From an optimization exercise on the open Yosys and OpenROAD flow, aimed at small area, a short achievable clock period and few clock cycles; shortcuts taken in it are not production practice.
In this exercise RTL edits were held to simulation tests only and were not proved equivalent to the original.

==> branch zinc: inputs <==
// lamb_lfo
module lamb_lfo (
    input  wire        clk,
    input  wire        rst,           
    input  wire        cmd_valid,
    input  wire [7:0]  cmd,
    output reg         cmd_ready,
    input  wire [1:0]  sw_raw,
    input  wire [31:0] now_ms,
    input  wire        clk_active,
    input  wire [31:0] clk_period,
    input  wire [9:0]  knob_freq,
    input  wire [9:0]  knob_duty,
    output reg  [11:0] sample_q,
    output reg         sample_wr,
    output wire        range_ind,
    output reg         range_evt
);
    localparam [27:0] S_RES         = 28'd268369920;   
    localparam [28:0] S_RES2        = 29'd536739840;   
    localparam [11:0] OUT_RES       = 12'd4095;
    localparam [9:0]  ADC_MAX       = 10'd1023;
    localparam [24:0] LOW_SLOWEST   = 25'd20000000;
    localparam [24:0] HIGH_FASTEST  = 25'd250;
    localparam [31:0] CROSSOVER     = 32'd90000;
    localparam [31:0] MIN_CLK_PER   = 32'd1000;
    localparam [9:0]  DUTY_MIN      = 10'd102;
    localparam [9:0]  DUTY_MAX      = 10'd920;
    localparam [9:0]  RESET_DUTY    = 10'd511;
    localparam [9:0]  EDGE_DEADZONE = 10'd4;
    localparam [31:0] DEBOUNCE_MS   = 32'd50;
    localparam [27:0] RESET_INC     = 28'd268;         
    function [9:0] snap;
        input [9:0] k;
        begin
            if (k <= EDGE_DEADZONE)                snap = 10'd0;
            else if (k >= ADC_MAX - EDGE_DEADZONE) snap = ADC_MAX;
            else                                   snap = k;
        end
    endfunction
    reg        iv;
    reg [7:0]  ic;
    reg [1:0]  isw;
    reg [31:0] inow;
    reg        iext;              
    reg        icgt, iclt;        
    reg [31:0] icp;
    reg [9:0]  ikf, ikd;          
    always @(posedge clk) begin
        iv   <= cmd_valid && cmd_ready && !rst;
        ic   <= cmd;
        isw  <= sw_raw;
        inow <= now_ms;
        iext <= clk_active && (clk_period > MIN_CLK_PER);
        icgt <= clk_period > CROSSOVER;
        iclt <= clk_period < CROSSOVER;
        icp  <= clk_period;
        ikf  <= snap(knob_freq);
        ikd  <= snap(knob_duty);
    end
    wire op_tick  = iv && (ic == 8'h10);
    wire op_rstph = iv && (ic == 8'h20);
  ...
==> flow/config.mk <==
export PLATFORM = sky130hd
export DESIGN_NAME = lamb_lfo
export DESIGN_NICKNAME = lamb_lfo
export VERILOG_FILES = /design/flow/design.v
export SDC_FILE = /design/flow/constraint.sdc
export NUM_CORES = 4
export LEC_CHECK = 0
export CAP_MARGIN = 20
export CORE_MARGIN = 2
export CORE_UTILIZATION = 55
export PLACE_DENSITY = 0.65
export SLEW_MARGIN = 20
export SYNTH_MEMORY_MAX_BITS = 65536
==> flow/constraint.sdc <==
create_clock -name core_clock -period 12.0 [get_ports {clk}]
set_input_delay 2.4000 -clock core_clock [delete_from_list [all_inputs] [get_ports {clk}]]
set_output_delay 2.4000 -clock core_clock [all_outputs]
set_load 0.01 [all_outputs]
standard.sh (not shown) runs the stock make flow with config.mk's settings and CLKGATE_MAP_FILE= SYNTH_SCRIPT=/design/flow/synth_recipe.tcl, a recipe that flattens the netlist after the stock synthesis.
==> flow/flow/run.sh <==
#!/bin/bash
# Layout flow: the standard ORFS layout (standard.sh, standard synthesis unchanged), with
# repair_timing asked to keep 8 ns of setup slack at the design's 12 ns clock, so that the
# resizer also works on paths that already meet 12 ns. Constraints and clock are the design's.
# The make output goes to standard.log; ORFS keeps each step's full log under orfs/logs/.
set -euo pipefail
bash standard.sh SETUP_SLACK_MARGIN=8 finish > standard.log 2>&1
==> inputs of branch xenon, as changes to branch zinc <==
--- a/flow/design.v
+++ b/flow/design.v
@@ -433,14 +433,15 @@
     reg [3:0]  cntA, cntB;
     reg [9:0]  dv_r;
     reg [3:0]  coef_r;
     reg        lower_r;
     reg        pf_div;
     reg        ovf_r;
     reg        corr_r;
+    reg        c_r;
     reg [4:0]  sk_r;
     reg        f_p1x, f_xfirst, f_xlast, f_alast, f_ndiv, f_n1a, f_sload;
     wire       per_small = ~|M[24:16];                   
     wire       x_ovf     = !per_small && (|dA_rem[14:12]);    
     wire       sdiv_last = (st == S_SDIV) && (cntA == 4'd1);
     wire       pc_exec   = (st == S_IDLE) || sdiv_last;
     wire [9:0] dvc = (last_duty < DUTY_MIN) ? DUTY_MIN :
@@ -725,17 +726,16 @@
                     dv_r    <= dvc;
                     coef_r  <= c_coef_w[3:0];
                     lower_r <= last_freq < 10'd512;
                     if (!last_clocked) begin
                         M    <= t1;
                         mq   <= t2;
                         {b_neg, b_two, b_zero} <= bdec({t2[1:0], 1'b0});
-                        acc  <= last_range ? {10'd0, tc, 18'd0} : {2'd0, tc, 26'd0};
-                        mcnt <= last_range ? 4'd9 : 4'd13;
-                        st   <= S_ROMM;
+                        c_r  <= tc;
+                        st   <= S_P1R;
                     end else begin
                         st   <= S_P1X;
                         f_p1x <= 1'b1;
                     end
                 end
                 S_P1X: begin
                     if (lower_r ? cp_big : c_big) begin
@@ -756,14 +756,19 @@
                         st     <= S_CMUL;
                     end else begin
                         cntA   <= 4'd14;
                         pf_div <= 1'b1;
                         st     <= S_CDIV;
                     end
                 end
+                S_P1R: begin                 
+                    acc  <= last_range ? {10'd0, c_r, 18'd0} : {2'd0, c_r, 26'd0};
+                    mcnt <= last_range ? 4'd9 : 4'd13;
+                    st   <= S_ROMM;
+                end
                 S_ROMM: begin
                     if (mcnt == 4'd1) begin
                         M     <= acc_n[26:0];
                         acc   <= 29'd0;
                         mq    <= {16'd0, dv_r};
                         {b_neg, b_two, b_zero} <= bdec({dv_r[1:0], 1'b0});
                         mcnt  <= 4'd6;
==> inputs of branch tundra, as changes to branch zinc <==
--- a/flow/design.v
+++ b/flow/design.v
@@ -434,16 +434,16 @@
     reg [9:0]  dv_r;
     reg [3:0]  coef_r;
     reg        lower_r;
     reg        pf_div;
     reg        ovf_r;
     reg        corr_r;
     reg [4:0]  sk_r;
-    reg        f_p1x, f_xfirst, f_xlast, f_alast, f_ndiv, f_n1a, f_sload;
     wire       per_small = ~|M[24:16];                   
+    wire       per_tiny  = ~|M[24:13];                   
     wire       x_ovf     = !per_small && (|dA_rem[14:12]);    
     wire       sdiv_last = (st == S_SDIV) && (cntA == 4'd1);
     wire       pc_exec   = (st == S_IDLE) || sdiv_last;
     wire [9:0] dvc = (last_duty < DUTY_MIN) ? DUTY_MIN :
                      (last_duty > DUTY_MAX) ? DUTY_MAX : last_duty;
     wire [26:0] t1;
     wire [25:0] t2;
@@ -458,14 +458,19 @@
                 if (f >= 60 * j) idx60 = j;
         end
     endfunction
     wire [4:0]  c_idx    = idx60(last_freq);
     wire [4:0]  c_coef_w = (c_idx >= 5'd8) ? (c_idx - 5'd7) : (5'd9 - c_idx);
     wire cp_big = |last_clkper[31:25];        
     wire c_big  = |last_clkper[31:28];        
+    wire c_pow2 = !lower_r && !c_big &&
+                  ((coef_r == 4'd1) || (coef_r == 4'd2) || (coef_r == 4'd4) || (coef_r == 4'd8));
+    wire [27:0] cp_sh = coef_r[3] ? {3'd0, last_clkper[27:3]} :
+                        coef_r[2] ? {2'd0, last_clkper[27:2]} :
+                        coef_r[1] ? {1'd0, last_clkper[27:1]} : last_clkper[27:0];
     function [24:0] clamp_per;
         input [28:0] p;
         begin
             if (p < HIGH_FASTEST)     clamp_per = HIGH_FASTEST;
             else if (p > LOW_SLOWEST) clamp_per = LOW_SLOWEST;
             else                      clamp_per = p[24:0];
         end
@@ -552,58 +557,61 @@
     wire [4:0]  blP  = bitlen22(dB_dvd[21:0]);
     wire [4:0]  skv  = (blP > 5'd5) ? (blP - 5'd5) : 5'd0;
     wire [55:0] s_sh = {28'd0, S_RES} << sk_r;
     always @(*) begin
         dA_load = 1'b0; dB_load = 1'b0; dB_load3 = 1'b0;
         dA_rem_in = 21'd0; dA_dvd_in = 28'd0; dA_dvs_in = 21'd10230; dA_dvs3_in = 23'd30690;
         dB_rem_in = 21'd0; dB_dvd_in = 28'd0; dB_dvs_in = 21'd10240; dB_dvs3_in = 23'd30720;
-        if (f_p1x) begin                     
-            dA_load    = !lower_r && !c_big;
-            dA_rem_in  = 21'd0;
-            dA_dvd_in  = last_clkper[27:0];
-            dA_dvs_in  = {17'd0, coef_r};
-            dA_dvs3_in = {18'd0, coef_r, 1'b0} + {19'd0, coef_r};
-        end
-        if (f_xfirst) begin                  
-            dB_load    = 1'b1;
-            dB_rem_in  = {8'd0, M[24:12]};
-            dB_dvd_in  = {M[11:0], 16'd0};
-        end
-        if (f_xlast) begin
-            dA_load    = 1'b1;
-            dA_rem_in  = per_small ? {9'd0, prod6[25:14]} : {6'd0, prod6[34:20]};
-            dA_dvd_in  = per_small ? {prod6[13:0], 14'd0} : {prod6[19:0], 8'd0};
-        end
-        if (f_alast) begin                   
-            dA_load    = 1'b1;
-            dA_rem_in  = {8'd0, prod6[24:12]};
-            dA_dvd_in  = {prod6[11:0], 16'd0};
-            dA_dvs_in  = 21'd10240;
-            dA_dvs3_in = 23'd30720;
-        end
-        if (f_ndiv && cntB == 4'd0) begin    
-            dB_load3   = 1'b1;
-            dB_dvs3_in = p3;
-        end
-        if (f_n1a) begin                     
-            dB_load3   = 1'b1;
-            dB_dvs3_in = p3n;
-        end
-        if (f_sload) begin
-            dA_load    = 1'b1;
-            dB_load    = 1'b1;
-            dA_rem_in  = s_sh[48:28];
-            dB_rem_in  = s_sh[48:28];
-            dA_dvd_in  = s_sh[27:0];
-            dB_dvd_in  = s_sh[27:0];
-            dA_dvs_in  = dA_dvd[20:0];
-            dB_dvs_in  = n1_v[20:0];
-            dA_dvs3_in = {1'b0, dA_dvd[20:0], 1'b0} + {2'b0, dA_dvd[20:0]};
-            dB_dvs3_in = n1x3;
-        end
+        case (st)
+            S_P1X: begin                     
+                dA_load    = !lower_r && !c_big && !c_pow2;
+                dA_rem_in  = 21'd0;
+                dA_dvd_in  = last_clkper[27:0];
+                dA_dvs_in  = {17'd0, coef_r};
+                dA_dvs3_in = {18'd0, coef_r, 1'b0} + {19'd0, coef_r};
+            end
+            S_XMUL: begin
+                dB_load    = (mcnt == 4'd6);
+                dB_rem_in  = per_small ? {9'd0, M[15:4]} : {8'd0, M[24:12]};
+                dB_dvd_in  = per_small ? {M[3:0], 24'd0} : {M[11:0], 16'd0};
+                dA_load    = (mcnt == 4'd1);
+                dA_rem_in  = per_tiny  ? {8'd0, prod6[22:10]} :
+                             per_small ? {9'd0, prod6[25:14]} : {6'd0, prod6[34:20]};
+                dA_dvd_in  = per_tiny  ? {prod6[9:0], 18'd0} :
+                             per_small ? {prod6[13:0], 14'd0} : {prod6[19:0], 8'd0};
+            end
+            S_AMUL: begin                    
+                dA_load    = (mcnt == 4'd1);
+                dA_rem_in  = {8'd0, prod6[24:12]};
+                dA_dvd_in  = {prod6[11:0], 16'd0};
+                dA_dvs_in  = 21'd10240;
+                dA_dvs3_in = 23'd30720;
+            end
+            S_NDIV: begin                    
+                dB_load3   = (cntB == 4'd0);
+                dB_dvs3_in = p3;
+            end
+            S_N1A: begin                     
+                dB_load3   = 1'b1;
+                dB_dvs3_in = p3n;
+            end
+            S_SLOAD: begin
+                dA_load    = 1'b1;
+                dB_load    = 1'b1;
+                dA_rem_in  = s_sh[48:28];
+                dB_rem_in  = s_sh[48:28];
+                dA_dvd_in  = s_sh[27:0];
+                dB_dvd_in  = s_sh[27:0];
+                dA_dvs_in  = dA_dvd[20:0];
+                dB_dvs_in  = n1_v[20:0];
+                dA_dvs3_in = {1'b0, dA_dvd[20:0], 1'b0} + {2'b0, dA_dvd[20:0]};
+                dB_dvs3_in = n1x3;
+            end
+            default: ;
+        endcase
     end
     always @(posedge clk) begin
         rev = 1'b0;
         if (rst) begin
             phase           <= 28'd0;
             rising          <= 1'b1;
             inc0            <= RESET_INC;
@@ -627,21 +635,14 @@
             sw_last_change0 <= 32'd0;
             sw_last_change1 <= 32'd0;
             st              <= S_IDLE;
             cntA            <= 4'd0;
             cntB            <= 4'd0;
             mcnt            <= 4'd0;
             cmd_ready       <= 1'b1;
-            f_p1x           <= 1'b0;
-            f_xfirst        <= 1'b0;
-            f_xlast         <= 1'b0;
-            f_alast         <= 1'b0;
-            f_ndiv          <= 1'b0;
-            f_n1a           <= 1'b0;
-            f_sload         <= 1'b0;
             sp_tri          <= 1'b0;
             sp_pulse        <= 1'b0;
             sp_rst          <= 1'b0;
         end else begin
             sample_wr <= 1'b0;
             if (sp_tri) begin
                 sample_q  <= phase[27:16];
@@ -709,20 +710,14 @@
                 {b_neg, b_two, b_zero} <= bdec(mq[3:1]);
                 mcnt  <= mcnt - 4'd1;
             end
             fold1  <= {1'b0, M[24:10]} + {6'd0, M[9:0]};
             fold_c <= fold2 >= 11'd1023;
             a_r    <= M[24:10] + {9'd0, fold1[15:10]} + {14'd0, fold_c};
             cmd_ready <= 1'b0;
-            f_p1x    <= 1'b0;
-            f_xfirst <= 1'b0;
-            f_xlast  <= 1'b0;
-            f_alast  <= 1'b0;
-            f_n1a    <= 1'b0;
-            f_sload  <= 1'b0;
             case (st)
                 S_IDLE: cmd_ready <= 1'b1;
                 S_P1: begin
                     dv_r    <= dvc;
                     coef_r  <= c_coef_w[3:0];
                     lower_r <= last_freq < 10'd512;
                     if (!last_clocked) begin
@@ -730,26 +725,24 @@
                         mq   <= t2;
                         {b_neg, b_two, b_zero} <= bdec({t2[1:0], 1'b0});
                         acc  <= last_range ? {10'd0, tc, 18'd0} : {2'd0, tc, 26'd0};
                         mcnt <= last_range ? 4'd9 : 4'd13;
                         st   <= S_ROMM;
                     end else begin
                         st   <= S_P1X;
-                        f_p1x <= 1'b1;
                     end
                 end
                 S_P1X: begin
-                    if (lower_r ? cp_big : c_big) begin
-                        M    <= {2'd0, LOW_SLOWEST};
+                    if ((lower_r ? cp_big : c_big) || c_pow2) begin
+                        M    <= c_pow2 ? {2'd0, clamp_per({1'b0, cp_sh})} : {2'd0, LOW_SLOWEST};
                         acc  <= 29'd0;
                         mq   <= {16'd0, dv_r};
                         {b_neg, b_two, b_zero} <= bdec({dv_r[1:0], 1'b0});
                         mcnt <= 4'd6;
                         st   <= S_XMUL;
-                        f_xfirst <= 1'b1;
                     end else if (lower_r) begin
                         M      <= {2'd0, last_clkper[24:0]};
                         mq     <= {22'd0, coef_r};
                         {b_neg, b_two, b_zero} <= bdec({coef_r[1:0], 1'b0});
                         acc    <= 29'd0;
                         mcnt   <= 4'd3;
                         pf_div <= 1'b0;
@@ -764,68 +757,61 @@
                     if (mcnt == 4'd1) begin
                         M     <= acc_n[26:0];
                         acc   <= 29'd0;
                         mq    <= {16'd0, dv_r};
                         {b_neg, b_two, b_zero} <= bdec({dv_r[1:0], 1'b0});
                         mcnt  <= 4'd6;
                         st    <= S_XMUL;
-                        f_xfirst <= 1'b1;
                     end
                 end
                 S_CMUL: if (mcnt == 4'd1) st <= S_PF;
                 S_CDIV: if (cntA == 4'd1) st <= S_PF;
                 S_PF: begin
                     M     <= {2'd0, clamp_per(pf_div ? {1'd0, dA_dvd} : {acc[22:0], mq[25:20]})};
                     acc   <= 29'd0;
                     mq    <= {16'd0, dv_r};
                         {b_neg, b_two, b_zero} <= bdec({dv_r[1:0], 1'b0});
                     mcnt  <= 4'd6;
                     st    <= S_XMUL;
-                        f_xfirst <= 1'b1;
                 end
                 S_XMUL: begin
-                    if (mcnt == 4'd6) cntB <= 4'd11;
-                    if (mcnt == 4'd2) f_xlast <= 1'b1;
+                    if (mcnt == 4'd6) cntB <= per_small ? 4'd7 : 4'd11;
                     if (mcnt == 4'd1) begin
-                        cntA <= per_small ? 4'd7 : 4'd10;
+                        cntA <= per_tiny ? 4'd5 : per_small ? 4'd7 : 4'd10;
                         st   <= S_NCHK;
                     end
                 end
                 S_NCHK: begin
                     ovf_r <= x_ovf;
                     if (x_ovf) begin
                         M     <= {12'd0, a_r};
                         acc   <= 29'd0;
                         mq    <= {16'd0, dv_r};
                         {b_neg, b_two, b_zero} <= bdec({dv_r[1:0], 1'b0});
                         mcnt  <= 4'd6;
                         st    <= S_AMUL;
                     end else begin
                         st    <= S_NDIV;
-                        f_ndiv <= 1'b1;
                     end
                 end
                 S_AMUL: begin
-                    if (mcnt == 4'd2) f_alast <= 1'b1;
                     if (mcnt == 4'd1) begin
                         cntA <= 4'd11;
                         st   <= S_NDIV;
-                        f_ndiv <= 1'b1;
                     end
                 end
                 S_NDIV: begin
                     r0_lim_r <= r0_lim;
                     p_r_r    <= p_r;
-                    if (cntA <= 4'd1 && cntB == 4'd0) begin st <= S_N1A; f_n1a <= 1'b1; f_ndiv <= 1'b0; end
+                    if (cntA <= 4'd1 && cntB == 4'd0) st <= S_N1A;
                 end
                 S_N1A: begin
                     corr_r <= n_corr;
                     sk_r   <= {skv[4:1], 1'b0};
                     st     <= S_SLOAD;
-                    f_sload <= 1'b1;
                 end
                 S_SLOAD: begin
                     cntA <= 4'd14 - sk_r[4:1];
                     cntB <= 4'd14 - sk_r[4:1];
                     st   <= S_SDIV;
                 end
                 S_SDIV: begin
==> flow/flow/run.sh (replaced) <==
#!/bin/bash
# Layout flow: the standard ORFS layout (standard.sh, standard synthesis unchanged), with
# repair_timing asked to keep 7.8 ns of setup slack at the design's 12 ns clock, so that the
# resizer also works on paths that already meet 12 ns. Constraints and clock are the design's.
# The make output goes to standard.log; ORFS keeps each step's full log under orfs/logs/.
set -euo pipefail
bash standard.sh SETUP_SLACK_MARGIN=7.8 finish > standard.log 2>&1
==> impl_metrics.tcl <==
set metrics [dict create \
    p_leak_nw 27.03 \
    status "complete, no violations" \
    core-area_mm2 0.1087 \
    ys_seq_area_share_pct 28.14 \
]
The numbers above come from branch tundra.

==> impl_metrics.tcl <==
set metrics [dict create \
    status "complete, no violations" \
    seq_power_share_pct 24.6 \
    ys_seq_area_share_pct 29.29 \
    htreeDepth 3 \
    core-area_mm2 0.1053 \
    p_leak_nw 26.31 \
]
The numbers above come from branch xenon.

==> impl_metrics.tcl <==
set metrics [dict create \
    ys_seq_area_share_pct 28.85 \
    grt_max_degree 94 \
    p_leak_nw 26.10 \
    required_ps 12430 \
    core-area_mm2 0.1069 \
    status "complete, no violations" \
    synth_common_cells "715 x nand2_1, 592 x nor2_1, 584 x ha_1, 549 x a21oi_1, 414 x inv_1" \
    max-cap-violations 0 \
    rsz0062_at_grt "yes" \
]
The numbers above come from branch zinc.

Testbench counts of branch zinc, summed over its fixed seeds: cycles 154,460.
Testbench counts of branch xenon, summed over its fixed seeds: cycles 155,320.
Testbench counts of branch tundra, summed over its fixed seeds: cycles 152,444.

==> afterwards: timing with drivers on the ports <==
The flow's constraints put no driver on any port. The routed layouts listed below were extracted and timed again, unchanged, in two steps. Step 1 assumes that a clkbuf_16 drives the clock port and a buf_2 every other input. Step 2 times the ports against the registers' clock, not the clock port: input delays grow and output delays shrink by t, the midpoint of the rising clock arrivals with the driver on. a / b / c = ideal ports / drivers / drivers and shift; a / b = the first two.
| run | shift t [ns] | setup WS [ns] | slew at the worst register clock pin (ns) | worst data-port slew with drivers (ns) |
|---|---|---|---|---|
| branch zinc | 0.748 | 7.757 / 7.757 / 7.414 | 0.07 / 0.07 | 0.05 |
| branch xenon | 0.756 | 7.785 / 7.785 / 7.420 | 0.09 / 0.09 | 0.08 |
| branch tundra | 0.752 | 7.777 / 7.777 / 7.358 | 0.07 / 0.07 | 0.10 |
After both steps setup and hold are still met in every run listed. The setup slack of branch tundra, which loses most, moves by 0.000 ns with the drivers and by -0.419 ns with both steps.
